Context: an optimization exercise on an open-source flow, tuned for small area. The choices shown serve that exercise and are no tape-out recipe.
The RTL was checked by simulation tests, not by an equivalence proof against the original design.
The flow treats the clock pin as an ideal source. Dropping or thinning the clock tree relies on that and would not hold on a real chip.
Power figures rest on the tool's default switching activity, not on a simulated workload.

==> run a <==
## ksih
module ksih (
    input  wire        clk,
    input  wire        rst,           
    output wire [3:0]  col_o,         
    input  wire [3:0]  row_i,         
    output wire [4:0]  out_o,         
    output wire        out_we_o,      
    input  wire        edge_i,        
    output wire        irq_o,         
    input  wire        invoke_i,      
    output wire        ret_o,         
    output wire        busy_o,        
    input  wire        hcmd_valid_i,  
    input  wire [10:0] hcmd_i,        
    output wire [7:0]  hrdata_o       
);
==> module ksih, before the edit <==
module ksih (
    input  wire        clk,
    input  wire        rst,           
    output wire [3:0]  col_o,         
    input  wire [3:0]  row_i,         
    output wire [4:0]  out_o,         
    output wire        out_we_o,      
    input  wire        edge_i,        
    output wire        irq_o,         
    input  wire        invoke_i,      
    output wire        ret_o,         
    output wire        busy_o,        
    input  wire        hcmd_valid_i,  
    input  wire [10:0] hcmd_i,        
    output wire [7:0]  hrdata_o       
);
    reg [3:0] s_q;
    reg [3:0] col_q;
    reg [4:0] out_q;
    reg       ier_q;
    reg       isr_q;
    reg [7:0] hrdata_q;
    wire idle   = (s_q == 4'd0 || s_q == 4'd1 || s_q == 4'd2);
    wire hv     = idle && hcmd_valid_i && !invoke_i;
    wire [2:0] op  = hcmd_i[10:8];
    wire       a0  = hcmd_i[0];
    wire s_out  = (s_q == 4'd12 || s_q == 4'd13 || s_q == 4'd14 || s_q == 4'd15);
    wire s_outm = (s_q == 4'd11);
    wire s_col1 = (s_q == 4'd6);
    wire s_coln = (s_q == 4'd5 || s_q == 4'd7);
    wire s_dis  = (s_q == 4'd8);
    wire s_en   = (s_q == 4'd10);
    wire s_clr  = (s_q == 4'd9);
    wire [3:0] rl  = ~row_i;
    wire       hit = (rl == 4'b0001) | (rl == 4'b0010) | (rl == 4'b0100) | (rl == 4'b1000);
    wire rc1 = rl[2] | rl[3];
    wire rc0 = rl[1] | rl[3];
    wire [1:0] rr = {s_q[1], s_q[0]};
    wire cc1 = !col_q[2] | !col_q[3];
    wire cc0 = !col_q[0] | !col_q[3];
    reg [3:0] code;
    always @(*) begin
        case ({rr, cc1, cc0})
            4'd0: code = 4'hE;
            4'd1: code = 4'hD;
            4'd2: code = 4'hF;
            4'd3: code = 4'h0;
            4'd4: code = 4'h9;
            4'd5: code = 4'hC;
            4'd6: code = 4'h8;
            4'd7: code = 4'h7;
            4'd8: code = 4'h6;
            4'd9: code = 4'hB;
            4'd10: code = 4'h5;
            4'd11: code = 4'h4;
            4'd12: code = 4'h3;
            4'd13: code = 4'hA;
            4'd14: code = 4'h2;
            default: code = 4'h1;
        endcase
    end
    reg [3:0] s_d;
    always @(*) begin
        case (s_q)
            4'd8: s_d = 4'd3;
            4'd3: s_d = isr_q ? 4'd6 : 4'd2;
            4'd6, 4'd7, 4'd5: s_d = 4'd4;
            4'd4: s_d = hit ? (4'd12 | ({3'b000, rc1} << 1) | ({3'b000, rc0} << 0)) :
                          col_q[3] ? 4'd7 : 4'd11;
            4'd12, 4'd13, 4'd14, 4'd15, 4'd11: s_d = 4'd9;
            4'd9: s_d = 4'd10;
            4'd10: s_d = 4'd2;
            default: s_d = invoke_i ? 4'd8 : (hv && op == 3'd2) ? 4'd1 : 4'd0;
        endcase
    end
    always @(posedge clk) begin
        if (rst) begin
            s_q      <= 4'd0;
            col_q    <= 4'b1111;
            ier_q    <= 1'b0;
            isr_q    <= 1'b0;
            hrdata_q <= 8'h00;
        end else begin
            s_q <= s_d;
            if (s_col1)
                col_q <= 4'b1110;
            else if (s_coln)
                col_q <= {col_q[2:0], 1'b1};   
            else if (hv && op == 3'd0)
                col_q <= hcmd_i[3:0];
            if (s_dis || (hv && op == 3'd4 && a0))
                ier_q <= 1'b0;
            else if (s_en || (hv && op == 3'd6 && a0))
                ier_q <= 1'b1;
            isr_q <= edge_i | (isr_q & ~(s_clr || (hv && op == 3'd5 && a0)));
            if (hv && op == 3'd1)
                hrdata_q <= {row_i, col_q};
            else if (hv && op == 3'd3)
                hrdata_q <= {7'b0, isr_q};
        end
    end
    wire       out_wr   = hv && op == 3'd2;
    wire       out_hold = rst || !(s_out || s_outm || out_wr);
    wire [4:0] out_new  = ({5{s_out}} & {1'b0, code}) | ({5{s_outm}} & 5'h10) |
                          ({5{out_wr}} & hcmd_i[4:0]);
    always @(posedge clk)
        out_q <= ({5{!rst}} & out_new) | ({5{out_hold}} & out_q);
    assign col_o    = col_q;
    assign out_o    = out_q;
    assign out_we_o = (s_q == 4'd1 || s_q == 4'd9);
    assign irq_o    = ier_q & isr_q;
    assign ret_o    = (s_q == 4'd2);
    assign busy_o   = !idle;
    assign hrdata_o = hrdata_q;
endmodule
Settings: LEC_CHECK=0, CAP_MARGIN=5, CORE_MARGIN=2, CORE_UTILIZATION=30, GPL_TIMING_DRIVEN=0, SLEW_MARGIN=5; clock period 10.0 ns.
standard.sh (not shown) runs the stock make flow with config.mk's settings and CLKGATE_MAP_FILE= SYNTH_SCRIPT=/design/flow/synth_recipe.tcl, a recipe that flattens the netlist after the stock synthesis.
==> flow/flow/run.sh <==
#!/bin/bash
# Own layout flow on top of the standard flow (standard.sh):
#  1. the standard synthesis, unchanged;
#  3. the standard layout, with a buf_1 buffer on every port and the clock
#     tree's root buffer removed, its two leaf buffers driven by the clock
#     port, or one clkbuf_16 if both would be too slow (flow/noroot.tcl,
#     after CTS).
# Each tool writes its full output to a log file in this folder.
set -euo pipefail
W=$(pwd)
R=$W/orfs/results/$FLOW_PLATFORM/ksih/base
LIB=$FLOW_HOME/platforms/sky130hd/lib/sky130_fd_sc_hd__tt_025C_1v80.lib

bash standard.sh synth > synth.log 2>&1
cp $R/1_2_yosys.v $W/standard_synth.v

# remap IN TAG SCRIPT: four ABC seeds of SCRIPT in parallel on netlist IN;
# keeps the smallest result so far in best/barea
remap() {
  local in=$1 tag=$2 script=$3 S a
  for S in 0 1 2 3; do
    sed "s/@SEED@/$S/" $W/flow/$script > $W/remap_${tag}_$S.abc
    cat > $W/remap_${tag}_$S.ys <<EOS
read_liberty -ignore_miss_func $LIB
read_verilog $in
hierarchy -top $FLOW_TOP
blackbox sky130_fd_sc_hd__dfxtp_1 sky130_fd_sc_hd__edfxtp_1
flatten
rename -hide w:*.*
opt_clean -purge
abc -liberty $LIB -dont_use *lpflow* -dont_use *probe* -script $W/remap_${tag}_$S.abc
setundef -zero
hilomap -singleton -hicell sky130_fd_sc_hd__conb_1 HI -locell sky130_fd_sc_hd__conb_1 LO
opt_clean -purge
rename -enumerate -pattern rmp_${tag}_%
tee -o $W/remap_${tag}_$S.txt stat -liberty $LIB
write_verilog -noattr -noexpr -nohex -nodec $W/remapped_${tag}_$S.v
EOS
    ${YOSYS_EXE:-yosys} -s $W/remap_${tag}_$S.ys > remap_${tag}_$S.log 2>&1 &
  done
  wait
  for S in 0 1 2 3; do
    a=$(awk '/Chip area/ {print $NF}' $W/remap_${tag}_$S.txt)
    echo "pass $tag seed $S: $a" >> remap_choice.log
    if [[ -z "$best" ]] || awk -v a="$a" -v b="$barea" 'BEGIN{exit !(a < b)}'; then best=${tag}_$S; barea=$a; fi
  done
}
best=""; barea=""
remap $W/standard_synth.v p1 remap.abc
remap $W/standard_synth.v p2 remap_b.abc
remap $W/remapped_$best.v p3 remap.abc
remap $W/remapped_$best.v p4 remap_b.abc
echo "kept $best ($barea)" >> remap_choice.log
cp $W/remapped_$best.v $R/1_2_yosys.v

bash standard.sh \
  "POST_CTS_TCL=$W/flow/noroot.tcl" \
  "BUFFER_PORTS_ARGS=-buffer_cell sky130_fd_sc_hd__buf_1" \
  "CTS_ARGS=-sink_clustering_enable -repair_clock_nets -dont_use_dummy_load -buf_list sky130_fd_sc_hd__clkbuf_8" \
  finish > layout.log 2>&1
==> flow/flow/noroot.tcl <==
# POST_CTS hook: this small design's clock tree needs no root buffer.
# Drive the leaf clock buffers straight from the clock port (two cell pins
# on the port), remove the root buffer, and size the leaf buffers.
set blk [ord::get_db_block]
set cnet [$blk findNet clk]
set root ""
foreach it [$cnet getITerms] {
  set inst [$it getInst]
  if { [string match "clkbuf_*" [$inst getName]] } { set root $inst }
}
set rnet [[$root findITerm X] getNet]
set leaves {}
foreach it [$rnet getITerms] {
  set inst [$it getInst]
  if { $inst != $root } { lappend leaves $inst }
}
foreach leaf $leaves {
  if { ![string match "clkbuf_*" [$leaf getName]] } { error "noroot: unexpected sink [$leaf getName] of the root clock buffer" }
}
foreach leaf $leaves {
  set it [$leaf findITerm A]
  $it disconnect
  $it connect $cnet
}
odb::dbInst_destroy $root
odb::dbNet_destroy $rnet
set cell sky130_fd_sc_hd__clkbuf_4
if { [info exists ::env(LEAF_CELL)] } { set cell $::env(LEAF_CELL) }
set m [[ord::get_db] findMaster $cell]
foreach leaf $leaves { $leaf swapMaster $m }
puts "noroot: removed the root clock buffer, [llength $leaves] leaf buffers now $cell"
detailed_placement
estimate_parasitics -placement
proc leaf_slew { leaf } {
  set mx 0
  foreach it [[[$leaf findITerm X] getNet] getITerms] {
    if { [$it getInst] == $leaf } { continue }
    set s [get_property [get_pins [[$it getInst] getName]/[[$it getMTerm] getName]] slew_max]
    if { $s > $mx } { set mx $s }
  }
  return $mx
}
set slow {}
foreach leaf $leaves {
  set mx [leaf_slew $leaf]
  puts "noroot: [$leaf getName] worst sink slew $mx"
  if { $mx > 0.120 } { lappend slow $leaf }
}
if { [llength $slow] > 0 && [llength $slow] == [llength $leaves] } {
  set keep [lindex $leaves 0]
  set knet [[$keep findITerm X] getNet]
  foreach leaf [lrange $leaves 1 end] {
    set lnet [[$leaf findITerm X] getNet]
    foreach it [$lnet getITerms] {
      if { [$it getInst] != $leaf } { $it disconnect; $it connect $knet }
    }
    odb::dbInst_destroy $leaf
    odb::dbNet_destroy $lnet
  }
  $keep swapMaster [[ord::get_db] findMaster sky130_fd_sc_hd__clkbuf_16]
  puts "noroot: all leaves slow; [$keep getName] is now one clkbuf_16 driving every sink"
} else {
  set big [[ord::get_db] findMaster sky130_fd_sc_hd__clkbuf_8]
  foreach leaf $slow {
    $leaf swapMaster $big
    puts "noroot: [$leaf getName] upsized to sky130_fd_sc_hd__clkbuf_8"
  }
}
detailed_placement
estimate_parasitics -placement
Other scripts of this flow, unchanged in this note and not shown: flow/flow/remap.abc, flow/flow/remap_b.abc
==> run b: changes against run a <==
--- a/flow/design.v
+++ b/flow/design.v
@@ -100,10 +100,14 @@
         end
     end
-    wire       out_wr   = hv && op == 3'd2;
-    wire       out_hold = rst || !(s_out || s_outm || out_wr);
-    wire [4:0] out_new  = ({5{s_out}} & {1'b0, code}) | ({5{s_outm}} & 5'h10) |
-                          ({5{out_wr}} & hcmd_i[4:0]);
-    always @(posedge clk)
-        out_q <= ({5{!rst}} & out_new) | ({5{out_hold}} & out_q);
+    always @(posedge clk) begin
+        if (rst)
+            ;
+        else if (s_out)
+            out_q <= {1'b0, code};
+        else if (s_outm)
+            out_q <= 5'h10;
+        else if (hv && op == 3'd2)
+            out_q <= hcmd_i[4:0];
+    end
     assign col_o    = col_q;
     assign out_o    = out_q;
--- a/flow/flow/run.sh
+++ b/flow/flow/run.sh
@@ -4,6 +4,5 @@
 #  3. the standard layout, with a buf_1 buffer on every port and the clock
 #     tree's root buffer removed, its two leaf buffers driven by the clock
-#     port, or one clkbuf_16 if both would be too slow (flow/noroot.tcl,
-#     after CTS).
+#     port (flow/noroot.tcl, after CTS).
 # Each tool writes its full output to a log file in this folder.
 set -euo pipefail
@@ -50,5 +49,4 @@
 remap $W/standard_synth.v p2 remap_b.abc
 remap $W/remapped_$best.v p3 remap.abc
-remap $W/remapped_$best.v p4 remap_b.abc
 echo "kept $best ($barea)" >> remap_choice.log
 cp $W/remapped_$best.v $R/1_2_yosys.v
--- a/flow/flow/noroot.tcl
+++ b/flow/flow/noroot.tcl
@@ -32,5 +32,6 @@
 detailed_placement
 estimate_parasitics -placement
-proc leaf_slew { leaf } {
+set big [[ord::get_db] findMaster sky130_fd_sc_hd__clkbuf_8]
+foreach leaf $leaves {
   set mx 0
   foreach it [[[$leaf findITerm X] getNet] getITerms] {
@@ -39,28 +40,6 @@
     if { $s > $mx } { set mx $s }
   }
-  return $mx
-}
-set slow {}
-foreach leaf $leaves {
-  set mx [leaf_slew $leaf]
   puts "noroot: [$leaf getName] worst sink slew $mx"
-  if { $mx > 0.120 } { lappend slow $leaf }
-}
-if { [llength $slow] > 0 && [llength $slow] == [llength $leaves] } {
-  set keep [lindex $leaves 0]
-  set knet [[$keep findITerm X] getNet]
-  foreach leaf [lrange $leaves 1 end] {
-    set lnet [[$leaf findITerm X] getNet]
-    foreach it [$lnet getITerms] {
-      if { [$it getInst] != $leaf } { $it disconnect; $it connect $knet }
-    }
-    odb::dbInst_destroy $leaf
-    odb::dbNet_destroy $lnet
-  }
-  $keep swapMaster [[ord::get_db] findMaster sky130_fd_sc_hd__clkbuf_16]
-  puts "noroot: all leaves slow; [$keep getName] is now one clkbuf_16 driving every sink"
-} else {
-  set big [[ord::get_db] findMaster sky130_fd_sc_hd__clkbuf_8]
-  foreach leaf $slow {
+  if { $mx > 0.115 } {
     $leaf swapMaster $big
     puts "noroot: [$leaf getName] upsized to sky130_fd_sc_hd__clkbuf_8"
==> comparison table <==
| metric | run a | run b |
|---|---|---|
| Run status | timing/DRC/antenna clean | timing/DRC/antenna clean |
| Fraction of standard cell area in multi-input logic | 43.26% | 40.78% |
| Combinational gate power | 30.5 uW | 23.3 uW |
| Die height | 62.23 um | 62.80 um |
| Per-cell via count in the routed design | 5.436 | 5.230 |
| Seq group | 106 uW | 102 uW |
| Register Area | 460.4 um2 | 510.5 um2 |
| Power density of the placed cells | 141.2 nW/um2 | 129.0 nW/um2 |
| Post-Place Cells | 200 | 202 |
| Net count after synthesis | 137 | 139 |
| Critical path startpoint | rst | hcmd_valid_i |
| Fraction of power consumed by combinational cells | 17.5% | 14.4% |
| Post-Synthesis Cells | 117 | 119 |
| Fin crit period | 4.376 ns | 3.718 ns |
| Average cell area after synthesis | 8.694 um2 | 8.716 um2 |
| Number of DRC markers in iteration 0 | 74 | 21 |
| Final clock-cell share | 1.722% | 1.695% |
| Fraction of power spent switching nets | 27.67% | 25.34% |
| Final Total Pwr | 174.3 uW | 161.9 uW |
| Util after Layout | 37.60% | 37.61% |

afterwards: timing with drivers on the ports:
Ports are ideal in the flow. The routed layouts listed here were re-timed in OpenROAD. Step 1, drivers: a clkbuf_16 drives clk and a buf_2 each remaining input, both assumed. Step 2 also shifts input and output timing later by t, the mid clock arrival at the registers, as if the neighbouring blocks saw the same clock. a / b / c = no drivers / after step 1 / after step 2; a / b = the first two.
run | shift t [ns] | setup slack, ns | worst setup path after step 2 | pins driven straight from the clock port
run a | 0.184 | 5.624 / 5.625 / 5.441 | input to register | 2
run b | 0.181 | 6.282 / 6.291 / 6.110 | input to register | 2
After both steps every run listed still meets setup and hold. For run a, which loses most, drivers alone change the setup slack by +0.001 ns; drivers and shift together by -0.183 ns.
